Source: an optimization exercise on an open RTL-to-GDS flow (aim: small area). Production flows keep margins and buffers that such runs may drop.
At most, simulation tests tie the RTL to the original design; equivalence was not proved.
Power and IR drop assume default switching activity.

Setup of before:
// iso14443a_ctrl
module iso14443a_ctrl #(
    parameter [15:0] TIMEOUT_RESET = 16'h0040,
    parameter [7:0]  STATUS_DATA   = 8'h80,
    parameter [7:0]  TXF_WAKE      = 8'h07,
    parameter [7:0]  TXF_ANTICOLL  = 8'h08,
    parameter [7:0]  TXF_SELECT    = 8'h28
) (
    input  wire         clk,
    input  wire         rst,
    input  wire         host_we,
    input  wire [11:0]  host_addr,
    input  wire [31:0]  host_wdata,
    output reg  [31:0]  host_rdata,
    input  wire         rx_avail,      
    input  wire [7:0]   rx_byte,       
    output wire         rx_pop,        
    output wire         rx_flush,      
    output wire         tx_valid,
    output wire [5:0]   tx_nbytes,     
    output wire [255:0] tx_frame,      
    input  wire         tick
);
    localparam [3:0] OP_NOP = 4'd0, OP_FRESET = 4'd1, OP_FAPPEND = 4'd2,
                     OP_SEND = 4'd3, OP_RECV = 4'd4, OP_DISCOVER = 4'd5;
    localparam [1:0] PH_IDLE = 2'd0, PH_STATUS = 2'd1, PH_LENGTH = 2'd2,
                     PH_PAYLOAD = 2'd3;
    localparam [2:0] ST_IDLE = 3'd0, ST_WAKE = 3'd1, ST_AC1 = 3'd2, ST_SEL1 = 3'd3,
                     ST_AC2 = 3'd4, ST_SEL2 = 3'd5, ST_DONE = 3'd6, ST_FAILED = 3'd7;
    localparam [2:0] STEP_NONE = 3'd0, STEP_FRAME = 3'd1, STEP_RECEIVE = 3'd2,
                     STEP_WAKE = 3'd3, STEP_AC1 = 3'd4, STEP_SEL1 = 3'd5,
                     STEP_AC2 = 3'd6, STEP_SEL2 = 3'd7;
    localparam [2:0] C_NONE = 3'd0, C_TIMEOUT = 3'd1, C_STATUS = 3'd2, C_SHORT = 3'd3,
                     C_CONSTR = 3'd4, C_BCC = 3'd5, C_ILLEGAL = 3'd6;
    localparam [7:0] CMD_SENDRECV = 8'h04;
    reg        busy, done, ok, overrun;
    reg [2:0]  fsm_state;
    reg        wake_try;
    reg [2:0]  err_step, err_cause;
    reg        bcc_check;
    reg [15:0] timeout;
    reg [4:0]  fb_len;
    reg        fb_ovf;
    wire [7:0] fb_payload [0:29];
    reg [1:0]  rx_phase;
    reg [7:0]  rx_status, rx_len, rx_cnt;
    reg [15:0] elapsed;
    reg [3:0]  op_latch;
    reg [7:0]  arg_latch;
    reg        op_stage;         
  ...
Size: about 8300 cells after synthesis, roughly 2500 flip-flops, about 0.093 mm2 of cells after synthesis.
==> module iso14443a_ctrl_rdmux, before the edit <==
module iso14443a_ctrl_rdmux (
    input  wire [63:0]   sel,
    input  wire [2047:0] data,
    output wire [31:0]   y
);
    wire [31:0] t [0:21];        
    genvar k;
    generate
        for (k = 0; k < 21; k = k + 1) begin : g3
            iso14443a_ctrl_aoi3 u (.s(sel[3*k +: 3]), .d0(data[96*k +: 32]),
                                   .d1(data[96*k+32 +: 32]), .d2(data[96*k+64 +: 32]),
                                   .y(t[k]));
        end
    endgenerate
    iso14443a_ctrl_nand2v u63 (.a({32{sel[63]}}), .b(data[2016 +: 32]), .y(t[21]));
    wire [31:0] o0, o1, o2, o3, o4, o5;    
    iso14443a_ctrl_nand4v n0 (.a(t[0]),  .b(t[1]),  .c(t[2]),  .d(t[3]),  .y(o0));
    iso14443a_ctrl_nand4v n1 (.a(t[4]),  .b(t[5]),  .c(t[6]),  .d(t[7]),  .y(o1));
    iso14443a_ctrl_nand4v n2 (.a(t[8]),  .b(t[9]),  .c(t[10]), .d(t[11]), .y(o2));
    iso14443a_ctrl_nand4v n3 (.a(t[12]), .b(t[13]), .c(t[14]), .d(t[15]), .y(o3));
    iso14443a_ctrl_nand3v n4 (.a(t[16]), .b(t[17]), .c(t[18]), .y(o4));
    iso14443a_ctrl_nand3v n5 (.a(t[19]), .b(t[20]), .c(t[21]), .y(o5));
    wire [31:0] p0, p1, p2;
    iso14443a_ctrl_nor2v r0 (.a(o0), .b(o1), .y(p0));
    iso14443a_ctrl_nor2v r1 (.a(o2), .b(o3), .y(p1));
    iso14443a_ctrl_nor2v r2 (.a(o4), .b(o5), .y(p2));
    iso14443a_ctrl_nand3v f (.a(p0), .b(p1), .c(p2), .y(y));
endmodule
==> module iso14443a_ctrl_nor2v, before the edit <==
module iso14443a_ctrl_nor2v (input wire [31:0] a, b, output wire [31:0] y);
    assign y = ~(a | b);
endmodule
make LEC_CHECK=0 CAP_MARGIN=20 CORE_MARGIN=2 CORE_UTILIZATION=65 CTS_BUF_LIST=sky130_fd_sc_hd__clkbuf_16 CTS_CLUSTER_DIAMETER=60 CTS_CLUSTER_SIZE=30 SLEW_MARGIN=20 SYNTH_HIERARCHICAL=1 finish   # period 15.0 ns
run.sh (not shown) runs the stock make flow with config.mk's settings and CLKGATE_MAP_FILE= SYNTH_SCRIPT=/design/flow/synth_recipe.tcl, a recipe that flattens the netlist after the stock synthesis.
## Diff of input files: after against before
==> flow/design.v, changed modules only <==
module iso14443a_ctrl_rdmux (
    input  wire [63:0]   sel,
    input  wire [2047:0] data,
    output wire [31:0]   y
);
    wire [31:0] t [0:21];        
    genvar k;
    generate
        for (k = 0; k < 21; k = k + 1) begin : g3
            iso14443a_ctrl_aoi3 u (.s(sel[3*k +: 3]), .d0(data[96*k +: 32]),
                                   .d1(data[96*k+32 +: 32]), .d2(data[96*k+64 +: 32]),
                                   .y(t[k]));
        end
    endgenerate
    iso14443a_ctrl_nand2v u63 (.a({32{sel[63]}}), .b(data[2016 +: 32]), .y(t[21]));
    wire [31:0] o0, o1, o2, o3, o4, o5;    
    iso14443a_ctrl_nand4v n0 (.a(t[0]),  .b(t[1]),  .c(t[2]),  .d(t[3]),  .y(o0));
    iso14443a_ctrl_nand4v n1 (.a(t[4]),  .b(t[5]),  .c(t[6]),  .d(t[7]),  .y(o1));
    iso14443a_ctrl_nand4v n2 (.a(t[8]),  .b(t[9]),  .c(t[10]), .d(t[11]), .y(o2));
    iso14443a_ctrl_nand4v n3 (.a(t[12]), .b(t[13]), .c(t[14]), .d(t[15]), .y(o3));
    iso14443a_ctrl_nand3v n4 (.a(t[16]), .b(t[17]), .c(t[18]), .y(o4));
    iso14443a_ctrl_nand3v n5 (.a(t[19]), .b(t[20]), .c(t[21]), .y(o5));
    wire [31:0] p0, p1;
    iso14443a_ctrl_nor3v r0 (.a(o0), .b(o1), .c(o2), .y(p0));
    iso14443a_ctrl_nor3v r1 (.a(o3), .b(o4), .c(o5), .y(p1));
    iso14443a_ctrl_nand2v f (.a(p0), .b(p1), .y(y));
endmodule
module iso14443a_ctrl_nor3v (input wire [31:0] a, b, c, output wire [31:0] y);
    assign y = ~(a | b | c);
endmodule
// module iso14443a_ctrl_nor2v removed
Notes after the runs:
Of after and before, after shows the higher setup slack of the critical path after layout, with before below it.
after: full flow OK, the timing, design-rule and antenna checks passed
Taking before as the reference, in after switching power of the nets up about 1%, routed wirelength normalized by instance count moved down, top achievable clock speed climbed 4.5 MHz, total power moved up, global-route wire length before repair lost 2.4%.
Delta (after minus before): global router's overall resource usage fell by 1.4 points; final cell count saw a decrease.
Compared with before, after shows a lower via count of the first global-routing pass.
Of the two values seen for capturing instance or port of the critical path, host_rdata[4] was produced by after and tx_nbytes[1] by before.
after vs. before: number of non-clock buffers in the layout has decreased; synthesized cell count -0.39%; core utilization of the finished layout stayed essentially flat.
Layout overhead on the synthesized area essentially unchanged between after and before.
after vs. before: met2 usage in global routing went down by 1.1 points.
Only the layout flow was run in after; the RTL was not checked for function there.

==> afterwards: timing with drivers on the ports <==
No port has a modelled driver above. Below, the same layouts with a new extraction and two added sets of constraints. Step 1: set_driving_cell puts a clkbuf_16 on clk and a buf_2 on each other input, an assumption about the parent block. Step 2 times the ports against the registers' clock, not the clock port: input delays grow and output delays shrink by t, the midpoint of the rising clock arrivals with the driver on. a / b / c = ideal ports / drivers / drivers and shift; a / b = the first two.
| run | t (ns) | slack for setup (ns) | clock arrival spread, ns |
|---|---|---|---|
| before | 0.877 | 3.234 / 3.101 / 3.101 | 0.059 / 0.059 |
| after | 0.895 | 3.820 / 3.794 / 3.794 | 0.049 / 0.049 |
After both steps setup and hold are still met in every run listed. The setup slack of before, which loses most, moves by -0.133 ns with the drivers and by -0.133 ns with both steps.
